This is an optimization exercise on Yosys and OpenROAD, whose aim is small area, a short achievable clock period and few clock cycles, not a production implementation.
At most, simulation tests tie the RTL to the original design; equivalence was not proved.
Power figures rest on the tool's default switching activity, not on a simulated workload.

==> job 8213: inputs <==
==> flow/design.v <==
module rvf_curve_builder (
    input  wire        clk,
    input  wire        rst,
    input  wire        start,
    input  wire [6:0]  bw,           
    input  wire [6:0]  bh,           
    output wire        idle,
    output reg         wr_valid,
    output reg  [11:0] wr_addr,      
    output reg  [11:0] wr_data,      
    output reg         done
);
    reg        idle_r;
    reg        su;               
    reg        run;              
    reg        f1, f2;           
    reg [6:0]  gw;               
    reg        k0;               
    reg [5:0]  ox, oy;           
    reg [5:0]  xh;               
    reg [6:0]  yh;               
    reg [11:0] t;                
    reg [5:0]  ty;               
    reg [11:0] rb;               
    reg        ev;               
    reg [5:0]  xa;               
    assign idle = idle_r;
    wire [6:0] gh = yh;
    wire [5:0] th;
    genvar gj;
    generate for (gj = 0; gj < 6; gj = gj + 1) begin : g_th
        assign th[gj] = (gw > (7'd1 << gj)) || (gh > (7'd1 << gj));
    end endgenerate
    wire [5:0] hn = {1'b0, th[5:1]} ^ th;     
    wire [6:0] nw = -gw;
    wire [6:0] nh = -gh;
    wire [5:0] ox_w = {1'b0, nw[5:1] & th[5:1]};
    wire [5:0] oy_w = {1'b0, nh[5:1] & th[5:1]};
    wire       fw = ~|(gw[5:0] & th);
    wire       fh = ~|(gh[5:0] & th);
    wire [5:0] xh_w = fw ? th : ((hn | gw[6:1]) - 6'd1);
    wire [5:0] yh_w = fh ? th : ((hn | gh[6:1]) - 6'd1);
    wire [5:0] d1, d0, sw, cp;
    wire [5:0] x, y;
    generate for (gj = 0; gj < 6; gj = gj + 1) begin : g_pos
        assign d1[gj] = t[2*gj+1];
        assign d0[gj] = t[2*gj];
        if (gj == 5) begin : g_top
            assign sw[gj] = k0;
            assign cp[gj] = 1'b0;
        end else begin : g_low
            assign sw[gj] = k0 ^ ((5 - gj) % 2 == 1) ^ (^d1[5:gj+1]) ^ (^d0[5:gj+1]);
            assign cp[gj] = ^(d1[5:gj+1] & d0[5:gj+1]);
        end
        assign x[gj] = d1[gj] ^ cp[gj] ^ (d0[gj] & sw[gj]);
        assign y[gj] = d1[gj] ^ cp[gj] ^ (d0[gj] & ~sw[gj]);
    end endgenerate
    wire [5:0] glx = ~x & ox, elx = ~(x ^ ox);
    wire [5:0] ghx = x & ~xh, ehx = ~(x ^ xh);
    wire [5:0] gly = ~y & oy, ely = ~(y ^ oy);
    wire [5:0] ghy = y & ~yh[5:0], ehy = ~(y ^ yh[5:0]);
    wire [5:0] ltx, gtx, lty, gty, out;
    generate for (gj = 0; gj < 6; gj = gj + 1) begin : g_cmp
        if (gj == 5) begin : g_top
            assign ltx[gj] = glx[gj];
            assign gtx[gj] = ghx[gj];
            assign lty[gj] = gly[gj];
            assign gty[gj] = ghy[gj];
        end else begin : g_low
            assign ltx[gj] = ltx[gj+1] | (glx[gj] & (&elx[5:gj+1]));
            assign gtx[gj] = gtx[gj+1] | (ghx[gj] & (&ehx[5:gj+1]));
            assign lty[gj] = lty[gj+1] | (gly[gj] & (&ely[5:gj+1]));
            assign gty[gj] = gty[gj+1] | (ghy[gj] & (&ehy[5:gj+1]));
        end
        assign out[gj] = ltx[gj] | gtx[gj] | lty[gj] | gty[gj];
    end endgenerate
    wire [6:0] sk;
    assign sk[0] = out[0];
    generate for (gj = 1; gj < 6; gj = gj + 1) begin : g_sk
        assign sk[gj] = out[gj] & ~(|t[2*gj-1:0]);
    end endgenerate
    assign sk[6] = 1'b0;
    wire [11:0] m;
    generate for (gj = 0; gj < 12; gj = gj + 1) begin : g_m
        assign m[gj] = sk[gj/2 + 1];
    end endgenerate
    wire [11:0] tm = t | m;
    wire [11:0] cy;              
    wire [11:0] t_step;
    generate for (gj = 0; gj < 12; gj = gj + 1) begin : g_step
        if (gj == 0) begin : g_b0
            assign cy[gj] = 1'b1;
        end else begin : g_bn
            assign cy[gj] = &tm[gj-1:0];
        end
        assign t_step[gj] = (tm[gj] ^ cy[gj]) & ~m[gj];
    end endgenerate
    wire t_last = &tm;           
    wire [5:0] ty_p = ty + 6'd1;
    wire [5:0] ty_m = ty - 6'd1;
    wire       y_eq = (y == ty);
    wire [5:0] gu = y & ~ty, eu = ~(y ^ ty);
    wire [5:0] upc;              
    generate for (gj = 0; gj < 6; gj = gj + 1) begin : g_up
        if (gj == 5) begin : g_top
            assign upc[gj] = gu[gj];
        end else begin : g_low
            assign upc[gj] = upc[gj+1] | (gu[gj] & (&eu[5:gj+1]));
        end
    end endgenerate
    wire       y_up = upc[0];
    wire       y_dn = ~y_up & ~y_eq;
    wire       near = y_eq | (y == ty_p) | (y == ty_m);
    wire       emit = run & ~out[0];
    wire       stall = emit & ~near;
    wire [11:0] rb_p = rb + {5'd0, gw};
    wire [11:0] rb_m = rb - {5'd0, gw};
    always @(posedge clk) begin
        if (rst) begin
            idle_r   <= 1'b1;
            su       <= 1'b0;
            run      <= 1'b0;
            f1       <= 1'b0;
            f2       <= 1'b0;
            ev       <= 1'b0;
            wr_valid <= 1'b0;
            done     <= 1'b0;
        end else begin
            su       <= idle_r & start;
            f1       <= run & t_last & ~stall;
            f2       <= f1;
            done     <= f2;
            ev       <= emit & near;
            wr_valid <= ev;
            if (idle_r & start) idle_r <= 1'b0;
            if (f2) idle_r <= 1'b1;
            if (su) run <= 1'b1;
            if (run & t_last & ~stall) run <= 1'b0;
        end
        if (idle_r & start) begin
            gw <= bw;
            yh <= bh;
        end
        if (su) begin
            k0 <= ^th;
            ox <= ox_w;
            oy <= oy_w;
            xh <= xh_w;
            yh <= {1'b0, yh_w};
        end
        if (su) begin
            t  <= 12'd0;
            ty <= oy_w;
            rb <= -{6'd0, ox_w};
        end else begin
            if (!stall) t <= t_step;
            ty <= ({6{y_up}} & ty_p) | ({6{y_dn}} & ty_m) | ({6{y_eq}} & ty);
            rb <= ({12{y_up}} & rb_p) | ({12{y_dn}} & rb_m) | ({12{y_eq}} & rb);
        end
        xa <= x;
        wr_addr <= rb + {6'd0, xa};
        if (su) wr_data <= 12'd0;
        else wr_data <= wr_data + {11'd0, wr_valid};
    end
endmodule
==> flow/flow/run.sh <==
#!/bin/bash
# Standard layout, with timing repair aimed at a setup margin of 7 ns.
set -euo pipefail
bash standard.sh SETUP_SLACK_MARGIN=7 finish > standard_flow.log 2>&1
==> flow/standard.sh <==
#!/bin/bash
# synth_recipe.tcl (not shown) runs the flow's synth.tcl, then flattens the netlist and writes it again
# the make line also repeats each setting of config.mk as NAME=value (left out here)
make -C /OpenROAD-flow-scripts/flow DESIGN_CONFIG=/design/flow/config.mk WORK_HOME=/design/flow/orfs CLKGATE_MAP_FILE= SYNTH_SCRIPT=/design/flow/synth_recipe.tcl "${@:-finish}"
==> flow/config.mk <==
export PLATFORM = sky130hd
export DESIGN_NAME = rvf_curve_builder
export DESIGN_NICKNAME = rvf_curve_builder
export VERILOG_FILES = /design/flow/design.v
export SDC_FILE = /design/flow/constraint.sdc
export NUM_CORES = 4
export LEC_CHECK = 0
export ABC_AREA = 1
export CAP_MARGIN = 20
export CORE_MARGIN = 2
export CORE_UTILIZATION = 40
export PLACE_DENSITY = 0.6
export SLEW_MARGIN = 20
==> flow/constraint.sdc <==
create_clock -name core_clock -period 10.0 [get_ports {clk}]
set_input_delay 2.0000 -clock core_clock [delete_from_list [all_inputs] [get_ports {clk}]]
set_output_delay 2.0000 -clock core_clock [all_outputs]
set_load 0.01 [all_outputs]
==> inputs of job 3425, as changes to job 8213 <==
--- a/flow/design.v
+++ b/flow/design.v
@@ -14,32 +14,34 @@
     reg        su;               
     reg        run;              
     reg        f1, f2;           
-    reg [6:0]  gw;               
+    reg [5:0]  w1;               
     reg        k0;               
     reg [5:0]  ox, oy;           
     reg [5:0]  xh;               
-    reg [6:0]  yh;               
+    reg [5:0]  yh;               
     reg [11:0] t;                
+    reg        vd;               
+    reg [5:0]  xd, yd;           
     reg [5:0]  ty;               
     reg [11:0] rb;               
     reg        ev;               
     reg [5:0]  xa;               
     assign idle = idle_r;
-    wire [6:0] gh = yh;
-    wire [5:0] th;
+    wire [5:0] h1 = yh;
+    wire [5:0] v = w1 | h1;
+    wire [5:0] th;               
     genvar gj;
     generate for (gj = 0; gj < 6; gj = gj + 1) begin : g_th
-        assign th[gj] = (gw > (7'd1 << gj)) || (gh > (7'd1 << gj));
+        assign th[gj] = |v[5:gj];
     end endgenerate
-    wire [5:0] hn = {1'b0, th[5:1]} ^ th;     
-    wire [6:0] nw = -gw;
-    wire [6:0] nh = -gh;
-    wire [5:0] ox_w = {1'b0, nw[5:1] & th[5:1]};
-    wire [5:0] oy_w = {1'b0, nh[5:1] & th[5:1]};
-    wire       fw = ~|(gw[5:0] & th);
-    wire       fh = ~|(gh[5:0] & th);
-    wire [5:0] xh_w = fw ? th : ((hn | gw[6:1]) - 6'd1);
-    wire [5:0] yh_w = fh ? th : ((hn | gh[6:1]) - 6'd1);
+    wire [5:0] dw = th & ~w1;    
+    wire [5:0] dh = th & ~h1;
+    wire [5:0] ox_w = {1'b0, dw[5:1]};
+    wire [5:0] oy_w = {1'b0, dh[5:1]};
+    wire [6:0] cw = {1'b0, dw} + 7'd1;
+    wire [6:0] ch = {1'b0, dh} + 7'd1;
+    wire [5:0] xh_w = th & ~cw[6:1];
+    wire [5:0] yh_w = th & ~ch[6:1];
     wire [5:0] d1, d0, sw, cp;
     wire [5:0] x, y;
     generate for (gj = 0; gj < 6; gj = gj + 1) begin : g_pos
@@ -55,10 +57,10 @@
         assign x[gj] = d1[gj] ^ cp[gj] ^ (d0[gj] & sw[gj]);
         assign y[gj] = d1[gj] ^ cp[gj] ^ (d0[gj] & ~sw[gj]);
     end endgenerate
-    wire [5:0] glx = ~x & ox, elx = ~(x ^ ox);
-    wire [5:0] ghx = x & ~xh, ehx = ~(x ^ xh);
-    wire [5:0] gly = ~y & oy, ely = ~(y ^ oy);
-    wire [5:0] ghy = y & ~yh[5:0], ehy = ~(y ^ yh[5:0]);
+    wire [5:0] glx = ~xd & ox, elx = ~(xd ^ ox);
+    wire [5:0] ghx = xd & ~xh, ehx = ~(xd ^ xh);
+    wire [5:0] gly = ~yd & oy, ely = ~(yd ^ oy);
+    wire [5:0] ghy = yd & ~yh, ehy = ~(yd ^ yh);
     wire [5:0] ltx, gtx, lty, gty, out;
     generate for (gj = 0; gj < 6; gj = gj + 1) begin : g_cmp
         if (gj == 5) begin : g_top
@@ -75,9 +77,9 @@
         assign out[gj] = ltx[gj] | gtx[gj] | lty[gj] | gty[gj];
     end endgenerate
     wire [6:0] sk;
-    assign sk[0] = out[0];
+    assign sk[0] = vd & out[0];
     generate for (gj = 1; gj < 6; gj = gj + 1) begin : g_sk
-        assign sk[gj] = out[gj] & ~(|t[2*gj-1:0]);
+        assign sk[gj] = vd & out[gj] & t[0] & ~(|t[2*gj-1:1]);
     end endgenerate
     assign sk[6] = 1'b0;
     wire [11:0] m;
@@ -95,11 +97,12 @@
         end
         assign t_step[gj] = (tm[gj] ^ cy[gj]) & ~m[gj];
     end endgenerate
-    wire t_last = &tm;           
+    wire t_last = vd & (sk[1] ? (&tm) : ~(|t));
+    wire bubble = sk[1];         
     wire [5:0] ty_p = ty + 6'd1;
     wire [5:0] ty_m = ty - 6'd1;
-    wire       y_eq = (y == ty);
-    wire [5:0] gu = y & ~ty, eu = ~(y ^ ty);
+    wire       y_eq = (yd == ty);
+    wire [5:0] gu = yd & ~ty, eu = ~(yd ^ ty);
     wire [5:0] upc;              
     generate for (gj = 0; gj < 6; gj = gj + 1) begin : g_up
         if (gj == 5) begin : g_top
@@ -108,13 +111,14 @@
             assign upc[gj] = upc[gj+1] | (gu[gj] & (&eu[5:gj+1]));
         end
     end endgenerate
-    wire       y_up = upc[0];
-    wire       y_dn = ~y_up & ~y_eq;
-    wire       near = y_eq | (y == ty_p) | (y == ty_m);
-    wire       emit = run & ~out[0];
+    wire       y_up = vd & upc[0];
+    wire       y_dn = vd & ~upc[0] & ~y_eq;
+    wire       y_st = ~y_up & ~y_dn;
+    wire       near = y_eq | (yd == ty_p) | (yd == ty_m);
+    wire       emit = run & vd & ~out[0];
     wire       stall = emit & ~near;
-    wire [11:0] rb_p = rb + {5'd0, gw};
-    wire [11:0] rb_m = rb - {5'd0, gw};
+    wire [11:0] rb_p = rb + {6'd0, w1} + 12'd1;       
+    wire [11:0] rb_m = rb + {6'h3f, ~w1};             
     always @(posedge clk) begin
         if (rst) begin
             idle_r   <= 1'b1;
@@ -123,11 +127,14 @@
             f1       <= 1'b0;
             f2       <= 1'b0;
             ev       <= 1'b0;
+            vd       <= 1'b0;
             wr_valid <= 1'b0;
             done     <= 1'b0;
         end else begin
             su       <= idle_r & start;
             f1       <= run & t_last & ~stall;
+            if (su) vd <= 1'b0;
+            else if (!stall) vd <= ~bubble;
             f2       <= f1;
             done     <= f2;
             ev       <= emit & near;
@@ -137,27 +144,31 @@
             if (su) run <= 1'b1;
             if (run & t_last & ~stall) run <= 1'b0;
         end
-        if (idle_r & start) begin
-            gw <= bw;
-            yh <= bh;
+        if (idle_r) begin
+            w1 <= bw[5:0] - 6'd1;
+            yh <= bh[5:0] - 6'd1;
         end
         if (su) begin
             k0 <= ^th;
             ox <= ox_w;
             oy <= oy_w;
             xh <= xh_w;
-            yh <= {1'b0, yh_w};
+            yh <= yh_w;
         end
         if (su) begin
             t  <= 12'd0;
             ty <= oy_w;
             rb <= -{6'd0, ox_w};
         end else begin
-            if (!stall) t <= t_step;
-            ty <= ({6{y_up}} & ty_p) | ({6{y_dn}} & ty_m) | ({6{y_eq}} & ty);
-            rb <= ({12{y_up}} & rb_p) | ({12{y_dn}} & rb_m) | ({12{y_eq}} & rb);
+            if (!stall) begin
+                t  <= t_step;
+                xd <= x;
+                yd <= y;
+            end
+            ty <= ({6{y_up}} & ty_p) | ({6{y_dn}} & ty_m) | ({6{y_st}} & ty);
+            rb <= ({12{y_up}} & rb_p) | ({12{y_dn}} & rb_m) | ({12{y_st}} & rb);
         end
-        xa <= x;
+        xa <= xd;
         wr_addr <= rb + {6'd0, xa};
         if (su) wr_data <= 12'd0;
         else wr_data <= wr_data + {11'd0, wr_valid};
==> flow/flow/run.sh (replaced) <==
#!/bin/bash
# The standard layout (standard.sh), with four changes to how it is made:
# - synthesis is synth_recipe.tcl's (synth -nofsm -noshare, flatten, rename)
#   except that its ABC call maps with flow/abc.script, a delay-targeted
#   mapping (1400 ps, two rounds) with area recovery, and Yosys does not extract full and
#   half adders before ABC; registers are mapped as before;
# - timing repair aims at a setup margin of 7.0 ns;
# - the port buffers are sky130_fd_sc_hd__buf_2 cells;
# - clock tree synthesis adds no dummy loads.
# make's full output goes to standard_flow.log, each tool's own log to
# orfs/logs/.
set -euo pipefail
here=$(pwd)
export MY_ABC_SCRIPT=$here/flow/abc.script
bash standard.sh SYNTH_SCRIPT=$here/flow/synth.tcl SETUP_SLACK_MARGIN=7.0 \
  'BUFFER_PORTS_ARGS=-buffer_cell sky130_fd_sc_hd__buf_2' \
  'CTS_ARGS=-sink_clustering_enable -repair_clock_nets -dont_use_dummy_load -buf_list sky130_fd_sc_hd__clkbuf_8' \
  finish > standard_flow.log 2>&1
==> flow/flow/abc.script (new file) <==
strash
dc2
dch
map -D 1400
strash
dc2
dch
map -D 1400
topo
stime -c
buffer -c
upsize -c -D 1400
dnsize -c -D 1400
==> flow/flow/synth.tcl (new file) <==
proc synth {args} { yosys synth -nofsm -noshare {*}$args }
proc abc {args} {
  set i [lsearch -exact $args -script]
  if { $i >= 0 } {
    set args [lreplace $args $i [expr {$i + 1}] -script $::env(MY_ABC_SCRIPT)]
  }
  puts "abc wrapper: $args"
  yosys abc {*}$args
}
proc extract_fa {args} { puts "extract_fa skipped" }
source $::env(SCRIPTS_DIR)/synth.tcl
# left out here: clear keep_hierarchy, flatten, clean up, hide names made inside functions, write 1_2_yosys.v
==> inputs of job 8582, as changes to job 8213 <==
--- a/flow/design.v
+++ b/flow/design.v
@@ -11,35 +11,28 @@
     output reg         done
 );
     reg        idle_r;
-    reg        su;               
+    reg        su1, su2;         
     reg        run;              
     reg        f1, f2;           
-    reg [6:0]  gw;               
+    reg [6:0]  gw, gh;           
     reg        k0;               
     reg [5:0]  ox, oy;           
-    reg [5:0]  xh;               
-    reg [6:0]  yh;               
+    reg [5:0]  xh, yh;           
     reg [11:0] t;                
     reg [5:0]  ty;               
     reg [11:0] rb;               
     reg        ev;               
     reg [5:0]  xa;               
     assign idle = idle_r;
-    wire [6:0] gh = yh;
     wire [5:0] th;
     genvar gj;
     generate for (gj = 0; gj < 6; gj = gj + 1) begin : g_th
         assign th[gj] = (gw > (7'd1 << gj)) || (gh > (7'd1 << gj));
     end endgenerate
-    wire [5:0] hn = {1'b0, th[5:1]} ^ th;     
     wire [6:0] nw = -gw;
     wire [6:0] nh = -gh;
     wire [5:0] ox_w = {1'b0, nw[5:1] & th[5:1]};
     wire [5:0] oy_w = {1'b0, nh[5:1] & th[5:1]};
-    wire       fw = ~|(gw[5:0] & th);
-    wire       fh = ~|(gh[5:0] & th);
-    wire [5:0] xh_w = fw ? th : ((hn | gw[6:1]) - 6'd1);
-    wire [5:0] yh_w = fh ? th : ((hn | gh[6:1]) - 6'd1);
     wire [5:0] d1, d0, sw, cp;
     wire [5:0] x, y;
     generate for (gj = 0; gj < 6; gj = gj + 1) begin : g_pos
@@ -58,7 +51,7 @@
     wire [5:0] glx = ~x & ox, elx = ~(x ^ ox);
     wire [5:0] ghx = x & ~xh, ehx = ~(x ^ xh);
     wire [5:0] gly = ~y & oy, ely = ~(y ^ oy);
-    wire [5:0] ghy = y & ~yh[5:0], ehy = ~(y ^ yh[5:0]);
+    wire [5:0] ghy = y & ~yh, ehy = ~(y ^ yh);
     wire [5:0] ltx, gtx, lty, gty, out;
     generate for (gj = 0; gj < 6; gj = gj + 1) begin : g_cmp
         if (gj == 5) begin : g_top
@@ -118,7 +111,8 @@
     always @(posedge clk) begin
         if (rst) begin
             idle_r   <= 1'b1;
-            su       <= 1'b0;
+            su1      <= 1'b0;
+            su2      <= 1'b0;
             run      <= 1'b0;
             f1       <= 1'b0;
             f2       <= 1'b0;
@@ -126,7 +120,8 @@
             wr_valid <= 1'b0;
             done     <= 1'b0;
         end else begin
-            su       <= idle_r & start;
+            su1      <= idle_r & start;
+            su2      <= su1;
             f1       <= run & t_last & ~stall;
             f2       <= f1;
             done     <= f2;
@@ -134,32 +129,32 @@
             wr_valid <= ev;
             if (idle_r & start) idle_r <= 1'b0;
             if (f2) idle_r <= 1'b1;
-            if (su) run <= 1'b1;
+            if (su2) run <= 1'b1;
             if (run & t_last & ~stall) run <= 1'b0;
         end
         if (idle_r & start) begin
             gw <= bw;
-            yh <= bh;
+            gh <= bh;
         end
-        if (su) begin
+        if (su1) begin
             k0 <= ^th;
             ox <= ox_w;
             oy <= oy_w;
-            xh <= xh_w;
-            yh <= {1'b0, yh_w};
         end
-        if (su) begin
+        if (su2) begin
+            xh <= ox + gw[5:0] - 6'd1;
+            yh <= oy + gh[5:0] - 6'd1;
             t  <= 12'd0;
-            ty <= oy_w;
-            rb <= -{6'd0, ox_w};
-        end else begin
+            ty <= oy;
+            rb <= -{6'd0, ox};
+        end else if (run) begin
             if (!stall) t <= t_step;
             ty <= ({6{y_up}} & ty_p) | ({6{y_dn}} & ty_m) | ({6{y_eq}} & ty);
             rb <= ({12{y_up}} & rb_p) | ({12{y_dn}} & rb_m) | ({12{y_eq}} & rb);
         end
         xa <= x;
         wr_addr <= rb + {6'd0, xa};
-        if (su) wr_data <= 12'd0;
+        if (su2) wr_data <= 12'd0;
         else wr_data <= wr_data + {11'd0, wr_valid};
     end
 endmodule
==> flow/run.sh (new file) <==
#!/bin/bash
# synth_recipe.tcl (not shown) runs the flow's synth.tcl, then flattens the netlist and writes it again
# the make line also repeats each setting of config.mk as NAME=value (left out here)
make -C /OpenROAD-flow-scripts/flow DESIGN_CONFIG=/design/flow/config.mk WORK_HOME=/design/flow/orfs CLKGATE_MAP_FILE= SYNTH_SCRIPT=/design/flow/synth_recipe.tcl finish
ABC_AREA = default   (was 1)
removed: flow/flow/run.sh
removed: flow/standard.sh
==> comparison table <==
metric	job 8213	job 8582	job 3425
Outcome	finished clean	finished clean	finished clean
Buffers outside the clock class	133	46	45
Die outline height	141.4 µm	141.9 µm	129.3 µm
Total routed wire length on the met1 layer	10,240 µm	8503 µm	7376 µm
Instance area at placement	8173 µm²	8227 µm²	6711 µm²
Final std cell area, no fill	10,280 µm²	8504 µm²	6888 µm²
Register share of total power	20.0%	34.7%	43.8%
First-pass GRT wire length	36,170 µm	28,220 µm	24,490 µm
Seq power	0.663 mW	0.578 mW	0.665 mW
Category of the worst setup path capture point	flip-flop	flip-flop	output port
Register clock-pin slew on the reported worst setup and hold paths	0.07 ns	0.07 ns	0.10 ns
CP endpoint	t[7]	ty[2]	wr_data[8]
Number of multi-input logic gates	842	567	588
Global routing usage summed across all routing layers	22.62%	18.00%	18.75%
Max Clock Freq	0.3044 GHz	0.1980 GHz	0.3449 GHz
Overall via count from detail_route	7,857	5,755	5,433
Number of tapcells	234	234	211
Combinational cell power	2.29 mW	0.748 mW	0.631 mW
Net switching power	1.583 mW	0.6343 mW	0.6340 mW
Hold slack final	0.3996 ns	0.4680 ns	0.4381 ns
Total design power	3.323 mW	1.667 mW	1.519 mW
CTS Root Buffer Type	sky130_fd_sc_hd__clkbuf_16	sky130_fd_sc_hd__clkbuf_16	sky130_fd_sc_hd__clkbuf_8
Inverters excl. clock	166	104	120
Multi-input gate share of total cell area	53.66%	51.93%	46.43%
Path length in cells of the critical path	23	14	1
Stage delay of the slowest cell on the critical path	0.51 ns	0.79 ns	0.37 ns
Testbench counts of job 3425, summed over its fixed seeds: cycles 157,109.
The RTL of job 8213 and job 8582 was laid out without a check of its function.

-- what the ideal ports hide --
No port has a modelled driver above. Below, the same layouts with a new extraction and two added sets of constraints.
Step 1 (the two cells are an assumption about what drives the block):
set clk [get_ports {clk}]
set_driving_cell -lib_cell sky130_fd_sc_hd__clkbuf_16 $clk
set_driving_cell -lib_cell sky130_fd_sc_hd__buf_2 [delete_from_list [all_inputs] $clk]
Step 2 times the ports against the registers' clock, not the clock port: input delays grow and output delays shrink by t, the midpoint of the rising clock arrivals with the driver on.
Slacks: ideal / step 1 / step 2; pairs: ideal / step 1.
| run | t, ns | slack for setup (ns) | worst hold slack (ns) | slew at the worst register clock pin (ns) | pins driven straight from the clock port |
|---|---|---|---|---|---|
| job 8213 | 0.401 | 6.715 / 6.715 / 6.688 | 0.400 / 0.400 / 0.400 | 0.07 / 0.07 | 1 |
| job 3425 | 0.420 | 7.100 / 7.061 / 6.754 | 0.438 / 0.438 / 0.438 | 0.10 / 0.10 | 1 |
| job 8582 | 0.401 | 4.948 / 4.948 / 4.948 | 0.468 / 0.468 / 0.468 | 0.07 / 0.07 | 1 |
After both steps every run listed still meets setup and hold. For job 3425, which loses most, drivers alone change the setup slack by -0.039 ns; drivers and shift together by -0.346 ns.
